What follows belongs to an exercise in optimizing a design on an open flow for small area, a short achievable clock period and few clock cycles; a production flow would make more cautious choices.
Power and IR drop assume default switching activity.

==> sierra: inputs <==
==> flow/design.v <==
module bdm_codec (
    input  wire         clk,
    input  wire         rst,
    input  wire         req_valid,
    output wire         req_ready,
    input  wire [7:0]   req,
    input  wire [7:0]   p0,
    input  wire [7:0]   p1,
    input  wire [39:0]  hdr,
    input  wire [8:0]   din_len,
    input  wire         din_valid,
    output wire         din_ready,
    input  wire [7:0]   din_data,
    output wire         dout_valid,
    input  wire         dout_ready,
    output wire [7:0]   dout_data,
    output wire         dout_last,
    output wire         done,
    output wire [3:0]   st,
    output wire [2:0]   cls,
    output wire [7:0]   rb,
    output wire         rf,
    output wire [7:0]   opc,
    output wire [7:0]   ctl,
    output wire [7:0]   len,
    output wire [191:0] fld,
    output wire [7:0]   fv
);
    localparam [3:0] ST_OK        = 4'h0,
                     ST_EMPTY     = 4'h1,
                     ST_TRUNC     = 4'h2,
                     ST_CHECKSUM  = 4'h3,
                     ST_LENGTH    = 4'h4,
                     ST_UNEXP_OPC = 4'h5,
                     ST_PAY_SHORT = 4'h6,
                     ST_TOO_LONG  = 4'h7,
                     ST_ILL_OP    = 4'h8,
                     ST_ILL_ENT   = 4'h9;
    reg         rr;          
    reg         dr;          
    reg         dv;          
    reg         dl;          
    reg  [7:0]  dd;          
    reg         dn;          
    reg         k_din;       
    reg         k_csum;
    reg         k_verify;
    reg         k_frame;     
    reg         k_pget;      
    reg         k_ser;       
    reg         k_enc_hdr;   
    reg         k_enc_dat;   
    reg         k_enc_cs;    
    reg         k_build;     
    reg         skv;         
    reg  [3:0]  ent;
    reg  [8:0]  rem;         
    reg         lastf;       
    reg  [4:0]  c;           
    reg  [7:0]  m;           
    reg  [7:0]  x;           
    reg  [7:0]  acc;
    reg         lenbad;      
    reg  [7:0]  r_ctl;
    reg  [7:0]  r_opc;
    reg  [7:0]  b [0:13];
    reg  [3:0]  st_q;
    reg  [2:0]  cls_q;
    reg         rf_q;
    reg         rbsel;
    reg         okd;         
    reg  [7:0]  gf;          
    reg  [7:0] e_wop;
    reg  [7:0] e_grp;
    always @(*) begin
        case (ent)
            4'h0: begin e_wop = 8'h19; e_grp = 8'h01; end
            4'h1: begin e_wop = 8'h18; e_grp = 8'h00; end
            4'h2: begin e_wop = 8'hAD; e_grp = 8'h02; end
            4'h3: begin e_wop = 8'hAC; e_grp = 8'h00; end
            4'h4: begin e_wop = 8'h45; e_grp = 8'h04; end
            4'h5: begin e_wop = 8'h44; e_grp = 8'h00; end
            4'h6: begin e_wop = 8'h3B; e_grp = 8'h08; end
            4'h7: begin e_wop = 8'h3A; e_grp = 8'h00; end
            4'h8: begin e_wop = 8'h33; e_grp = 8'h10; end
            4'h9: begin e_wop = 8'h2F; e_grp = 8'h20; end
            4'hA: begin e_wop = 8'h85; e_grp = 8'h40; end
            4'hB: begin e_wop = 8'h15; e_grp = 8'h80; end
            default: begin e_wop = 8'h00; e_grp = 8'h00; end
        endcase
    end
    wire e_get = (e_grp != 8'h00);
    wire e_src = (ent == 4'h3);
    wire [3:0] rop = req[3:0];
    wire [3:0] ren = req[7:4];
    wire take = req_valid && rr;
    wire op_din   = (rop == 4'h1) || (rop == 4'h2) || (rop == 4'h3) ||
                    (rop == 4'h5) || (rop == 4'h7);
    wire ill_op   = (rop == 4'h0) || (rop > 4'h9);
    wire ill_ent  = ((rop == 4'h6) || (rop == 4'h7)) && (ren > 4'hB);
    wire too_long = (op_din && (din_len > 9'd261)) || ((rop == 4'h4) && (din_len > 9'd255));
    wire n_zero   = (din_len == 9'd0);
    wire frame_op = (rop == 4'h5) || (rop == 4'h7);
    wire r_get    = (ren == 4'h0) || (ren == 4'h2) || (ren == 4'h4) || (ren == 4'h6) ||
                    (ren == 4'h8) || (ren == 4'h9) || (ren == 4'hA) || (ren == 4'hB);
    reg [3:0] st_take;
    reg [2:0] cls_take;
    always @(*) begin
        if (ill_op)                              begin st_take = ST_ILL_OP;   cls_take = 3'd4; end
        else if (ill_ent)                        begin st_take = ST_ILL_ENT;  cls_take = 3'd4; end
        else if (too_long)                       begin st_take = ST_TOO_LONG; cls_take = 3'd4; end
        else if (frame_op && n_zero)             begin st_take = ST_EMPTY;    cls_take = 3'd1; end
        else if (frame_op && (din_len < 9'd7))   begin st_take = ST_TRUNC;    cls_take = 3'd1; end
        else                                     begin st_take = ST_OK;       cls_take = 3'd0; end
    end
    wire fail_take = ill_op || ill_ent || too_long;
    wire go_din    = op_din && !fail_take && !n_zero;
    wire go_enc    = (rop == 4'h4) && !too_long;
    wire go_build  = (rop == 4'h6) && !ill_ent;
    wire zero_len  = !(go_din || go_enc || go_build);
    wire [7:0] acc_fed = acc ^ p0;
    wire din_fire = din_valid && dr;
    wire adv      = !dv || dout_ready;               
    wire out_end  = dv && dout_ready && dl;          
    wire [4:0] c1 = (c == 5'd31) ? c : c + 5'd1;
    reg  [7:0] bbyte;
    always @(*) begin
        case (c[3:0])
            4'd1:    bbyte = 8'h01;
            4'd5:    bbyte = e_src ? 8'h07 : (e_get ? 8'h03 : 8'h04);
            4'd6:    bbyte = 8'h01;
            4'd7:    bbyte = e_wop;
            4'd8:    bbyte = e_get ? 8'h00 : r_ctl;
            4'd9:    bbyte = e_src ? r_opc : 8'h00;
            4'd10:   bbyte = e_src ? 8'h01 : 8'h00;
            default: bbyte = 8'h00;
        endcase
    end
    wire b_cs = (c[3:0] == (e_src ? 4'd13 : (e_get ? 4'd9 : 4'd10)));
    reg  [7:0] hbyte;
    always @(*) begin
        case (c[1:0])
            2'd1:    hbyte = b[0];
            2'd2:    hbyte = b[1];
            2'd3:    hbyte = b[2];
            default: hbyte = r_ctl;
        endcase
    end
    wire cs_ok   = (x == din_data);
    wire opbad   = (r_opc != e_wop);
    reg  pshort;
    always @(*) begin
        case (ent)
            4'h2:    pshort = (m < 8'd4);
            4'h8:    pshort = (m < 8'd5);
            4'hB:    pshort = (m < 8'd16);
            default: pshort = (m < 8'd3);
        endcase
    end
    wire trunc  = (st_q == ST_TRUNC);
    wire fin_ok = !trunc && cs_ok && !lenbad && !(k_pget && (opbad || pshort));
    reg [3:0] st_fin;
    reg [2:0] cls_fin;
    always @(*) begin
        if (trunc)                   begin st_fin = ST_TRUNC;     cls_fin = 3'd1; end
        else if (!cs_ok)             begin st_fin = ST_CHECKSUM;  cls_fin = 3'd2; end
        else if (lenbad)             begin st_fin = ST_LENGTH;    cls_fin = 3'd1; end
        else if (k_pget && opbad)    begin st_fin = ST_UNEXP_OPC; cls_fin = 3'd3; end
        else if (k_pget && pshort)   begin st_fin = ST_PAY_SHORT; cls_fin = 3'd3; end
        else                         begin st_fin = ST_OK;        cls_fin = 3'd0; end
    end
    wire din_end = k_din && din_fire && lastf;       
    wire ser_clr = take || (din_end && !fin_ok);
    wire [7:0] dz = din_data & {8{!ser_clr}};
    integer i;
    always @(posedge clk) begin
        if (rst) begin
            rr        <= 1'b1;
            dr        <= 1'b0;
            dv        <= 1'b0;
            dn        <= 1'b0;
            k_din     <= 1'b0;
            k_enc_hdr <= 1'b0;
            k_enc_dat <= 1'b0;
            k_enc_cs  <= 1'b0;
            k_build   <= 1'b0;
            skv       <= 1'b0;
            acc       <= 8'h00;
        end else begin
            dn <= 1'b0;
            if (take) begin
                rr        <= zero_len;
                dn        <= zero_len;
                dr        <= go_din;
                k_din     <= go_din;
                k_csum    <= (rop == 4'h2);
                k_verify  <= (rop == 4'h3);
                k_frame   <= frame_op;
                k_pget    <= (rop == 4'h7) && r_get;
                k_ser     <= (rop == 4'h7) && (ren == 4'hB);
                k_enc_hdr <= go_enc;
                k_enc_dat <= 1'b0;
                k_enc_cs  <= 1'b0;
                k_build   <= go_build;
                skv       <= 1'b0;
                ent       <= ren;
                rem       <= din_len;
                lastf     <= (din_len == 9'd1);
                m         <= din_len[7:0] - 8'd6;
                c         <= (go_enc || go_build) ? 5'd1 : 5'd0;
                dv        <= go_enc || go_build;
                dl        <= 1'b0;
                dd        <= go_enc ? hdr[7:0] : 8'hA6;
                x         <= (rop == 4'h9) ? acc_fed :
                             go_enc ? hdr[7:0] :
                             go_build ? 8'hA6 : 8'h00;
                if (rop == 4'h8) acc <= 8'h00;
                if (rop == 4'h9) acc <= acc_fed;
                st_q      <= st_take;
                cls_q     <= cls_take;
                rf_q      <= 1'b0;
                rbsel     <= (rop == 4'h1) || (rop == 4'h2) || (rop == 4'h9);
                okd       <= 1'b0;
                gf        <= 8'h00;
                b[0]      <= hdr[15:8];
                b[1]      <= hdr[23:16];
                b[2]      <= hdr[31:24];
                r_ctl     <= go_enc ? hdr[39:32] : p0;
                r_opc     <= p1;
            end
            for (i = 3; i < 14; i = i + 1)
                if (ser_clr || (k_ser && din_fire && c == i + 7))
                    b[i] <= dz;
            if (k_din && din_fire) begin
                c     <= c1;
                rem   <= rem - 9'd1;
                lastf <= (rem == 9'd2);
                if (!(k_csum && lastf)) x <= x ^ din_data;
                if (c == 5'd4) lenbad <= (din_data < 8'd2) || (din_data != m);
                if (c == 5'd5) r_ctl <= din_data;
                if (c == 5'd6) r_opc <= din_data;
                if (c == 5'd7) b[0] <= din_data;
                if (c == 5'd8) b[1] <= din_data;
                if (c == 5'd9) b[2] <= din_data;
                if (lastf) begin
                    dr    <= 1'b0;
                    k_din <= 1'b0;
                    dn    <= 1'b1;
                    rr    <= 1'b1;
                    rf_q  <= k_verify && cs_ok;
                    if (k_frame) begin
                        st_q  <= st_fin;
                        cls_q <= cls_fin;
                        okd   <= fin_ok;
                        gf    <= fin_ok ? (e_grp & {8{k_pget}}) : 8'h00;
                    end
                end
            end
            if (k_enc_hdr && adv) begin
                dd <= hbyte;
                x  <= x ^ hbyte;
                c  <= c1;
                if (c == 5'd4) begin
                    k_enc_hdr <= 1'b0;
                    if (rem == 9'd0) begin
                        k_enc_cs <= 1'b1;
                    end else begin
                        k_enc_dat <= 1'b1;
                        dr        <= 1'b1;
                    end
                end
            end
            if (k_enc_dat) begin
                if (din_fire) begin
                    rem   <= rem - 9'd1;
                    lastf <= (rem == 9'd2);
                    x     <= x ^ din_data;
                    if (adv) begin
                        dd <= din_data;
                        dv <= 1'b1;
                    end else begin
                        r_opc <= din_data;
                        skv   <= 1'b1;
                        dr    <= 1'b0;
                    end
                    if (lastf) begin
                        dr <= 1'b0;
                        if (adv) begin
                            k_enc_dat <= 1'b0;
                            k_enc_cs  <= 1'b1;
                        end
                    end
                end else if (skv && adv) begin
                    dd  <= r_opc;
                    dv  <= 1'b1;
                    skv <= 1'b0;
                    if (rem == 9'd0) begin
                        k_enc_dat <= 1'b0;
                        k_enc_cs  <= 1'b1;
                    end else begin
                        dr <= 1'b1;
                    end
                end else if (adv) begin
                    dv <= 1'b0;
                end
            end
            if (k_enc_cs && adv) begin
                dd       <= x;
                dv       <= 1'b1;
                dl       <= 1'b1;
                k_enc_cs <= 1'b0;
            end
            if (k_build && adv) begin
                c <= c1;
                if (b_cs) begin
                    dd      <= x;
                    dl      <= 1'b1;
                    k_build <= 1'b0;
                end else begin
                    dd <= bbyte;
                    x  <= x ^ bbyte;
                end
            end
            if (out_end) begin
                dv <= 1'b0;
                dl <= 1'b0;
                dn <= 1'b1;
                rr <= 1'b1;
            end
        end
    end
    assign req_ready  = rr;
    assign din_ready  = dr;
    assign dout_valid = dv;
    assign dout_data  = dd;
    assign dout_last  = dl;
    assign done       = dn;
    assign st         = st_q;
    assign cls        = cls_q;
    assign rb         = x & {8{rbsel}};
    assign rf         = rf_q;
    assign opc        = r_opc & {8{okd}};
    assign ctl        = r_ctl & {8{okd}};
    assign len        = m & {8{okd}};
    assign fv         = gf;
    assign fld[  7:  0] = b[0] & {8{gf[0]}};                  
    assign fld[ 15:  8] = b[0] & {8{gf[1]}};                  
    assign fld[ 23: 16] = b[1] & {8{gf[1]}};                  
    assign fld[ 31: 24] = b[0] & {8{gf[2]}};                  
    assign fld[ 39: 32] = {6'd0, b[0][1:0] & {2{gf[3]}}};     
    assign fld[ 47: 40] = b[0] & {8{gf[4]}};                  
    assign fld[ 55: 48] = b[1] & {8{gf[4]}};                  
    assign fld[ 63: 56] = b[2] & {8{gf[4]}};                  
    assign fld[ 71: 64] = b[0] & {8{gf[5]}};                  
    assign fld[ 79: 72] = b[0] & {8{gf[6]}};                  
    assign fld[ 87: 80] = b[0] & {8{gf[7]}};                  
    assign fld[ 95: 88] = b[1] & {8{gf[7]}};                  
    assign fld[103: 96] = b[2] & {8{gf[7]}};                  
    genvar g;
    generate
        for (g = 3; g < 14; g = g + 1) begin : g_ser
            assign fld[80 + 8*g +: 8] = b[g];                 
        end
    endgenerate
endmodule
==> flow/run.sh <==
#!/bin/bash
# synth_recipe.tcl (not shown) runs the flow's synth.tcl, then flattens the netlist and writes it again
# the make line also repeats each setting of config.mk as NAME=value (left out here)
make -C /OpenROAD-flow-scripts/flow DESIGN_CONFIG=/design/flow/config.mk WORK_HOME=/design/flow/orfs CLKGATE_MAP_FILE= SYNTH_SCRIPT=/design/flow/synth_recipe.tcl finish
==> flow/config.mk <==
export PLATFORM = sky130hd
export DESIGN_NAME = bdm_codec
export DESIGN_NICKNAME = bdm_codec
export VERILOG_FILES = /design/flow/design.v
export SDC_FILE = /design/flow/constraint.sdc
export NUM_CORES = 4
export LEC_CHECK = 0
export CAP_MARGIN = 20
export CORE_MARGIN = 2
export CORE_UTILIZATION = 40
export SETUP_SLACK_MARGIN = 3.5
export SLEW_MARGIN = 20
==> flow/constraint.sdc <==
create_clock -name core_clock -period 6.0 [get_ports {clk}]
set_input_delay 1.2000 -clock core_clock [delete_from_list [all_inputs] [get_ports {clk}]]
set_output_delay 1.2000 -clock core_clock [all_outputs]
set_load 0.01 [all_outputs]
==> inputs of amber, as changes to sierra <==
==> flow/flow/run.sh (new file) <==
#!/bin/bash
set -euo pipefail
export BUFFER_PORTS_ARGS="-buffer_cell sky130_fd_sc_hd__buf_1"
bash standard.sh > standard.log 2>&1
==> flow/standard.sh (new file) <==
#!/bin/bash
# synth_recipe.tcl (not shown) runs the flow's synth.tcl, then flattens the netlist and writes it again
# the make line also repeats each setting of config.mk as NAME=value (left out here)
make -C /OpenROAD-flow-scripts/flow DESIGN_CONFIG=/design/flow/config.mk WORK_HOME=/design/flow/orfs CLKGATE_MAP_FILE= SYNTH_SCRIPT=/design/flow/synth_recipe.tcl "${@:-finish}"
removed: flow/run.sh
==> inputs of garnet, as changes to sierra <==
Settings changed: SETUP_SLACK_MARGIN 3.5 to unset.
==> run summary <==
dominant cell type by count on the critical path sky130_fd_sc_hd__a21oi_1; First DRT Iteration DRCs ~1300; TritonCTS buffer count 25; endpoint class of the critical path register; total number of multi-input combinational cells approximately 940; result of the run complete, no violations; drt pass-1 iters 6; end-of-flow core utilization 0.5477; number of fill cells 2830; most frequent cells in the layout sky130_fd_sc_hd__clkdlybuf4s50_1, sky130_fd_sc_hd__edfxtp_1, sky130_fd_sc_hd__and2_1; met2 WL approximately 23000 µm; switching power summed over all nets roughly 1.2 mW; switching share of power 0.2752; Final Cell Area roughly 0.017 mm²; WHS Endpoint acc[1]; placed cell count around 1900; Power Combinational around 0.8 mW; sort of element at the start of the critical path input port
Source of the figures above: garnet

==> run summary <==
switching power summed over all nets between 1 and 1.5 mW; most frequent cells in the layout sky130_fd_sc_hd__buf_1, sky130_fd_sc_hd__edfxtp_1, sky130_fd_sc_hd__and2_1; total number of multi-input combinational cells between 900 and 1000; result of the run complete, no violations; sort of element at the start of the critical path register; drt pass-1 iters 6; end-of-flow core utilization 0.5628; met2 WL roughly 25000 µm; endpoint class of the critical path output port; number of fill cells around 2800; WHS Endpoint acc[4]; First DRT Iteration DRCs between 1000 and 1500
Source of the figures above: amber

==> run summary <==
result of the run complete, no violations; drt pass-1 iters 9; end-of-flow core utilization 0.6416; most frequent cells in the layout sky130_fd_sc_hd__edfxtp_1, sky130_fd_sc_hd__buf_6, sky130_fd_sc_hd__buf_4; Power Combinational 1.15 mW; total number of multi-input combinational cells between 900 and 1000; switching share of power 0.2868; placed cell count ~1900; met2 WL approximately 26000 µm; number of fill cells approximately 2600; Final Cell Area 0.02030 mm²; hold buffers post-CTS 0; endpoint class of the critical path output port; First DRT Iteration DRCs ~1400; WHS Endpoint acc[6]; TritonCTS buffer count 25; switching power summed over all nets between 1 and 1.5 mW
Source of the figures above: sierra

No functional check of the RTL was part of any run of this note.

-- re-timing with driven ports --
In the flow no input, the clock included, has a driving cell. The finished layouts below were timed again as built, in two steps. Step 1 (the two cells are an assumption about what drives the block):
set clk [get_ports {clk}]
set_driving_cell -lib_cell sky130_fd_sc_hd__clkbuf_16 $clk
set_driving_cell -lib_cell sky130_fd_sc_hd__buf_2 [delete_from_list [all_inputs] $clk]
Step 2 adds t to the input delays and takes it off the output delays; t is the mean of the earliest and latest rising clock arrival at the registers after step 1. Input paths then give back, and output paths get back, about the clock's delay inside the block. Slacks: ideal ports / drivers / drivers and shift; pairs: ideal ports / drivers.
run | shift t [ns] | slack for setup (ns) | worst setup path after step 2 | cell pins on the clock port's net
sierra | 0.582 | 3.180 / 3.130 / 2.806 | input to register | 1
amber | 0.585 | 3.297 / 3.245 / 2.865 | input to register | 1
garnet | 0.587 | 1.964 / 1.976 / 1.389 | input to register | 1
After both steps setup and hold are still met in every run listed. The setup slack of garnet, which loses most, moves by +0.012 ns with the drivers and by -0.575 ns with both steps.
